This design comes from an exercise in tuning for small area on the open sky130 flow, not from production work.
Function was checked by simulation only, so behaviour that the tests miss may differ from the original.
Power figures rest on the tool's default switching activity, not on a simulated workload.

// scd41_meas_decoder
module scd41_meas_decoder (
    input  wire        clk,
    input  wire        rst,
    input  wire        in_valid,
    input  wire [7:0]  in_data,
    output wire        in_ready,
    output reg         out_valid,
    output reg  [15:0] co2,
    output reg  [15:0] raw_t,
    output reg  [15:0] raw_rh,
    output wire [31:0] temp,
    output wire [31:0] rh
);
    reg [4:0]  g;
    reg [3:0]  n;
    reg        f;         
    reg [3:0]  st;
    reg [15:0] rc, rt, rr;
    reg [23:0] w;
    reg [31:0] rtf;
    reg [7:0]  rm8;
    reg        cy, sign;
    reg [4:0]  u;
    reg [27:0] rh_q;
    reg [28:0] temp_q;
    wire rh_e654 = !rh_q[27] && (rh_q[26:23] != 4'd0);
    assign rh   = {1'b0, rh_q[27], {3{rh_e654}}, rh_q[26:0]};
    assign temp = {temp_q[28:27], {3{~temp_q[27]}}, temp_q[26:0]};
    wire       ch   = st[3];
    wire [2:0] sc   = st[2:0];
    wire       idle = (st == 4'b1011);
    wire       g0  = (g == 5'd0);
    wire       g16 = (g == 5'd16);
    wire       g30 = (g == 5'd30);
    wire       g31 = (g == 5'd31);
    wire       ea  = rm8[0];       
    wire is_data = !n[1];
    wire hi      = !n[1] && !n[0];
    wire n7      = (n == 4'b1001);                 
  ...
Size in the first run: ~470 cells after synthesis, roughly 7000 µm² of cells after synthesis.
==> module scd41_meas_decoder, before the edit <==
module scd41_meas_decoder (
    input  wire        clk,
    input  wire        rst,
    input  wire        in_valid,
    input  wire [7:0]  in_data,
    output wire        in_ready,
    output reg         out_valid,
    output reg  [15:0] co2,
    output reg  [15:0] raw_t,
    output reg  [15:0] raw_rh,
    output wire [31:0] temp,
    output wire [31:0] rh
);
    reg [4:0]  g;
    reg [3:0]  n;
    reg        f;         
    reg [3:0]  st;
    reg [15:0] rc, rt, rr;
    reg [23:0] w;
    reg [31:0] rtf;
    reg [7:0]  rm8;
    reg        cy, sign;
    reg [4:0]  u;
    reg [27:0] rh_q;
    reg [28:0] temp_q;
    wire rh_e654 = !rh_q[27] && (rh_q[26:23] != 4'd0);
    assign rh   = {1'b0, rh_q[27], {3{rh_e654}}, rh_q[26:0]};
    assign temp = {temp_q[28:27], {3{~temp_q[27]}}, temp_q[26:0]};
    wire       ch   = st[3];
    wire [2:0] sc   = st[2:0];
    wire       idle = (st == 4'b1011);
    wire       g0  = (g == 5'd0);
    wire       g16 = (g == 5'd16);
    wire       g30 = (g == 5'd30);
    wire       g31 = (g == 5'd31);
    wire       ea  = rm8[0];       
    wire is_data = !n[1];
    wire hi      = !n[1] && !n[0];
    wire n7      = (n == 4'b1001);                 
    wire n8      = (n == 4'b1010);                 
    wire n9      = n[3] && n[2];
    wire start   = (n == 4'b0110) || (n == 4'b1000) || n7;
    wire acc = n8 ? ch : n7 ? !idle : !n9;
    wire wr  = in_valid && acc && is_data && (g[3] == hi);
    assign in_ready = acc && (!is_data || (g[3] == hi && g[2:0] == 3'd7 && f));
    wire take   = in_valid && in_ready;
    wire in_bit = in_data[g[2:0]];
    wire wr_c = wr && n[3:2] == 2'd0;
    wire wr_t = wr && n[3:2] == 2'd1;
    wire wr_r = wr && n[3:2] == 2'd2;
    wire prod  = !idle && !sc[2];
    wire first = !idle && sc == 3'd0;
    wire pg    = sc == 3'd4;
    wire rota  = sc == 3'd5;
    wire rotb  = sc == 3'd6;
    wire em    = sc == 3'd7;
    wire lo16  = !g[4];
    wire act   = !(g[4] && g[3]);                    
    wire [2:0] i = g[2:0];
    localparam [7:0] K_Q   = 8'd210;    
    localparam [7:0] K_EXP = 8'd111;    
    reg tap, msk, neg;
    always @(*) begin
        case ({ch, sc[1:0]})
            3'b000:  begin tap = rt[9];  msk = (i != 3'd7);            neg = 1'b0; end  
            3'b001:  begin tap = rt[11]; msk = (i[2:1] != 2'b11) && (i != 3'd5); neg = 1'b0; end  
            3'b010:  begin tap = rt[12]; msk = !i[2];                  neg = 1'b0; end  
            3'b011:  begin tap = rt[0];  msk = 1'b0;                   neg = lo16 || K_Q[i]; end  
            3'b100:  begin tap = rr[9];  msk = (i != 3'd7);            neg = 1'b0; end  
            3'b101:  begin tap = rr[11]; msk = (i[2:1] != 2'b11) && (i != 3'd5); neg = 1'b1; end  
            default: begin tap = rr[14]; msk = (i[2:1] == 2'b00);      neg = 1'b0; end  
        endcase
    end
    wire op   = neg ^ (tap & (lo16 || msk));
    wire [3:0] d  = 4'd8 - u[3:0];
    wire       la = rota && (d[2:0] != 3'd0) && (lo16 || (!g[3] && i < d[2:0]));   
    wire       lb = rotb && d[3] && act;
    wire       loop = la || lb;
    wire       rm_tap = rm8[~d[2:0] + 3'd1];                   
    wire found = |u;
    wire c3   = (g[2] & u[2]) | ((g[2] | u[2]) & ((g[1] & u[1]) | ((g[1] | u[1]) & g[0] & u[0])));
    wire qsel = u[4] && g[4] && !g[3] && c3;
    wire src  = qsel ? w[16 + u[2:0]] : w[0];
    wire ebit = src ^ sign;
    reg  ub;
    always @(*) begin
        case (i)
            3'd0: ub = u[0];
            3'd1: ub = u[1];
            3'd2: ub = u[2];
            3'd3: ub = u[3];
            3'd4: ub = u[4];
            default: ub = 1'b0;
        endcase
    end
    wire kb = K_EXP[i];
    wire ad_a = em ? (act ? ebit : ub) : (!first && (lo16 ? w[0] : w[16]));
    wire ad_b = prod ? op : (em && (g0 || (!act && kb && found)));
    wire ad_c = g0 ? (!em && !first && ea) : cy;
    wire ad_s = ad_a ^ ad_b ^ ad_c;
    wire ad_o = (ad_a & ad_b) | (ad_a & ad_c) | (ad_b & ad_c);
    wire eout = g0 ? sign : ad_s;
    wire sbit = ad_s ^ sign;           
    wire em_rh = em && ch;
    wire w15_ad = ((prod || pg) && lo16) || (em_rh && act && (g[4] || g[3]));
    wire rm_ad  = em_rh && !g[4] && !g[3] && !g0;
    always @(posedge clk) begin
        rc  <= {wr_c ? in_bit : rc[0], rc[15:1]};
        rt  <= {wr_t ? in_bit : rt[0], rt[15:1]};
        rr  <= {wr_r ? in_bit : rr[0], rr[15:1]};
        w[14:0]  <= w[15:1];
        w[15]    <= w15_ad ? ad_s : la ? rm_tap : lb ? rm8[0] : w[0];
        w[22:16] <= w[23:17];
        w[23]    <= (!lo16 && (act ? (prod || pg) : em_rh)) ? ad_s : w[16];
        rtf <= {(em && !ch) ? eout : rtf[0], rtf[31:1]};
        rm8 <= {rm_ad ? ad_s : loop ? w[0] : (prod && g16) ? cy : rm8[0], rm8[7:1]};
        cy <= ad_o;
        if (prod && g30)
            sign <= w[16] & w[17];
        if (pg && act && (g0 || sbit))
            u <= sbit ? g : 5'd0;
        f <= (g[2:0] == 3'd0) ? wr : (f && wr);
        if (rst) begin
            g         <= 5'd0;
            n         <= 4'd0;
            st        <= 4'b1011;
            out_valid <= 1'b0;
        end else begin
            g <= g + 5'd1;
            if (take) begin
                n <= n[1] ? {n[3:2] + 2'd1, 2'd0} : {n[3:2], n[1:0] + 2'd1};
            end
            out_valid <= 1'b0;
            if (g31) begin
                if (idle) begin
                    if (start)
                        st <= 4'b0000;
                end else if (st == 4'b0111) begin
                    if (n8)
                        st <= 4'b1000;
                end else if (st == 4'b1010)
                    st <= 4'b1100;
                else if (st == 4'b1111)
                    st <= 4'b1011;
                else
                    st <= st + 4'd1;
            end
            if (idle && g0 && n9) begin
                co2       <= rc;
                raw_t     <= rt;
                raw_rh    <= rr;
                temp_q    <= {rtf[0], rtf[31], rtf[27:1]};
                rh_q      <= {w[23], w[19:16], w[7:0], w[15:8], rm8[7:1]};
                out_valid <= 1'b1;
                n         <= 4'd0;
            end
        end
    end
endmodule
clock: 10.0 ns
lec_check: 0
abc_area: 1
cap_margin: 20
core_margin: 2
core_utilization: 40
place_density: 0.6
slew_margin: 20
standard.sh (not shown) runs the stock make flow with config.mk's settings and CLKGATE_MAP_FILE= SYNTH_SCRIPT=/design/flow/synth_recipe.tcl, a recipe that flattens the netlist after the stock synthesis.
==> flow/flow/run.sh <==
#!/bin/bash
# The standard ORFS layout (standard.sh) with these changes:
#  - synthesis is synth_recipe.tcl unchanged except that ABC maps for area
#    only (flow/abc_area.script: no buffering or sizing, no delay target),
#    and the full-adder extraction is skipped (ADDER_MAP_FILE empty);
#  - ports are buffered with buf_1 instead of the flow's default buffer;
#  - CTS clusters sinks with small clock buffers and no dummy loads.
set -euo pipefail
here=$(pwd)
{
  head -n 1 synth_recipe.tcl
  echo 'proc abc {args} {'
  echo '  set i [lsearch $args -script]'
  echo "  if {\$i >= 0} { lset args [expr {\$i + 1}] $here/flow/abc_area.script }"
  echo '  set j [lsearch $args -D]'
  echo '  if {$j >= 0} { set args [lreplace $args $j [expr {$j + 1}]] }'
  echo '  yosys abc {*}$args'
  echo '}'
  tail -n +2 synth_recipe.tcl
} > synth_area.tcl
bash standard.sh \
  "SYNTH_SCRIPT=$here/synth_area.tcl" \
  'ADDER_MAP_FILE=' \
  'BUFFER_PORTS_ARGS=-buffer_cell sky130_fd_sc_hd__buf_1' \
  'CTS_ARGS=-sink_clustering_enable -repair_clock_nets -dont_use_dummy_load -sink_clustering_size 30 -sink_clustering_max_diameter 100 -buf_list {sky130_fd_sc_hd__clkbuf_16} -root_buf sky130_fd_sc_hd__clkbuf_8 -tree_buf {sky130_fd_sc_hd__clkbuf_8}' \
  finish > standard_flow.log 2>&1
==> flow/flow/abc_area.script <==
strash; &get -n; &deepsyn -T 20; &put; dch -f; amap; topo
==> next run, changes <==
--- a/flow/design.v
+++ b/flow/design.v
@@ -33,6 +33,7 @@
     wire       g16 = (g == 5'd16);
     wire       g30 = (g == 5'd30);
     wire       g31 = (g == 5'd31);
+    wire       c3  = (g[2] & u[2]) | ((g[2] | u[2]) & ((g[1] & u[1]) | ((g[1] | u[1]) & g[0] & u[0])));
     wire       ea  = rm8[0];       
     wire is_data = !n[1];
     wire hi      = !n[1] && !n[0];
@@ -72,15 +73,14 @@
         endcase
     end
     wire op   = neg ^ (tap & (lo16 || msk));
-    wire [3:0] d  = 4'd8 - u[3:0];
-    wire       la = rota && (d[2:0] != 3'd0) && (lo16 || (!g[3] && i < d[2:0]));   
-    wire       lb = rotb && d[3] && act;
+    wire       u_lo0 = (u[2:0] == 3'd0);
+    wire       la = rota && (act || (!u_lo0 && !c3));
+    wire       lb = rotb && !(u[3] ^ u_lo0) && act;
     wire       loop = la || lb;
-    wire       rm_tap = rm8[~d[2:0] + 3'd1];                   
+    wire       rm_tap = u_lo0 ? w[0] : rm8[u[2:0]];
     wire found = |u;
-    wire c3   = (g[2] & u[2]) | ((g[2] | u[2]) & ((g[1] & u[1]) | ((g[1] | u[1]) & g[0] & u[0])));
     wire qsel = u[4] && g[4] && !g[3] && c3;
-    wire src  = qsel ? w[16 + u[2:0]] : w[0];
+    wire src  = qsel ? w[16] : w[0];
     wire ebit = src ^ sign;
     reg  ub;
     always @(*) begin
@@ -109,9 +109,9 @@
         rt  <= {wr_t ? in_bit : rt[0], rt[15:1]};
         rr  <= {wr_r ? in_bit : rr[0], rr[15:1]};
         w[14:0]  <= w[15:1];
-        w[15]    <= w15_ad ? ad_s : la ? rm_tap : lb ? rm8[0] : w[0];
+        w[15]    <= w15_ad ? ad_s : la ? w[16] : lb ? rm8[0] : w[0];
         w[22:16] <= w[23:17];
-        w[23]    <= (!lo16 && (act ? (prod || pg) : em_rh)) ? ad_s : w[16];
+        w[23]    <= (!lo16 && (act ? (prod || pg) : em_rh)) ? ad_s : la ? rm_tap : w[16];
         rtf <= {(em && !ch) ? eout : rtf[0], rtf[31:1]};
         rm8 <= {rm_ad ? ad_s : loop ? w[0] : (prod && g16) ? cy : rm8[0], rm8[7:1]};
         cy <= ad_o;
Effect: The new run went through all stages and came out clean; wire length shrinks by a few percent; power went up slightly; sequential cell count stays the same; final cell count fell slightly; via count goes down slightly; final area barely changes; non-clock buffer count came out higher by 1; worst hold slack gets worse by 0.011 ns; die area stays flat; synthesized cell count falls slightly; sequential share of layout area is higher by 0.10 points.

[re-timing with driven ports]
The flow's constraints put no driver on any port. The routed layouts listed below were extracted and timed again, unchanged, in two steps.
Step 1: set_driving_cell puts a clkbuf_16 on clk and a buf_2 on each other input, an assumption about the parent block.
Step 2 times the ports against the registers' clock, not the clock port: input delays grow and output delays shrink by t, the midpoint of the rising clock arrivals with the driver on.
Slacks: ideal / step 1 / step 2; pairs: ideal / step 1.
run	t, ns	slack for setup (ns)	worst setup path after step 2	worst slew at a driven data input, ns	cell pins on the clock port's net
the first run	0.507	5.602 / 5.565 / 6.072	register to output	0.04	1
the second run	0.513	5.552 / 5.517 / 6.030	register to output	0.06	1
After both steps every run listed still meets setup and hold.
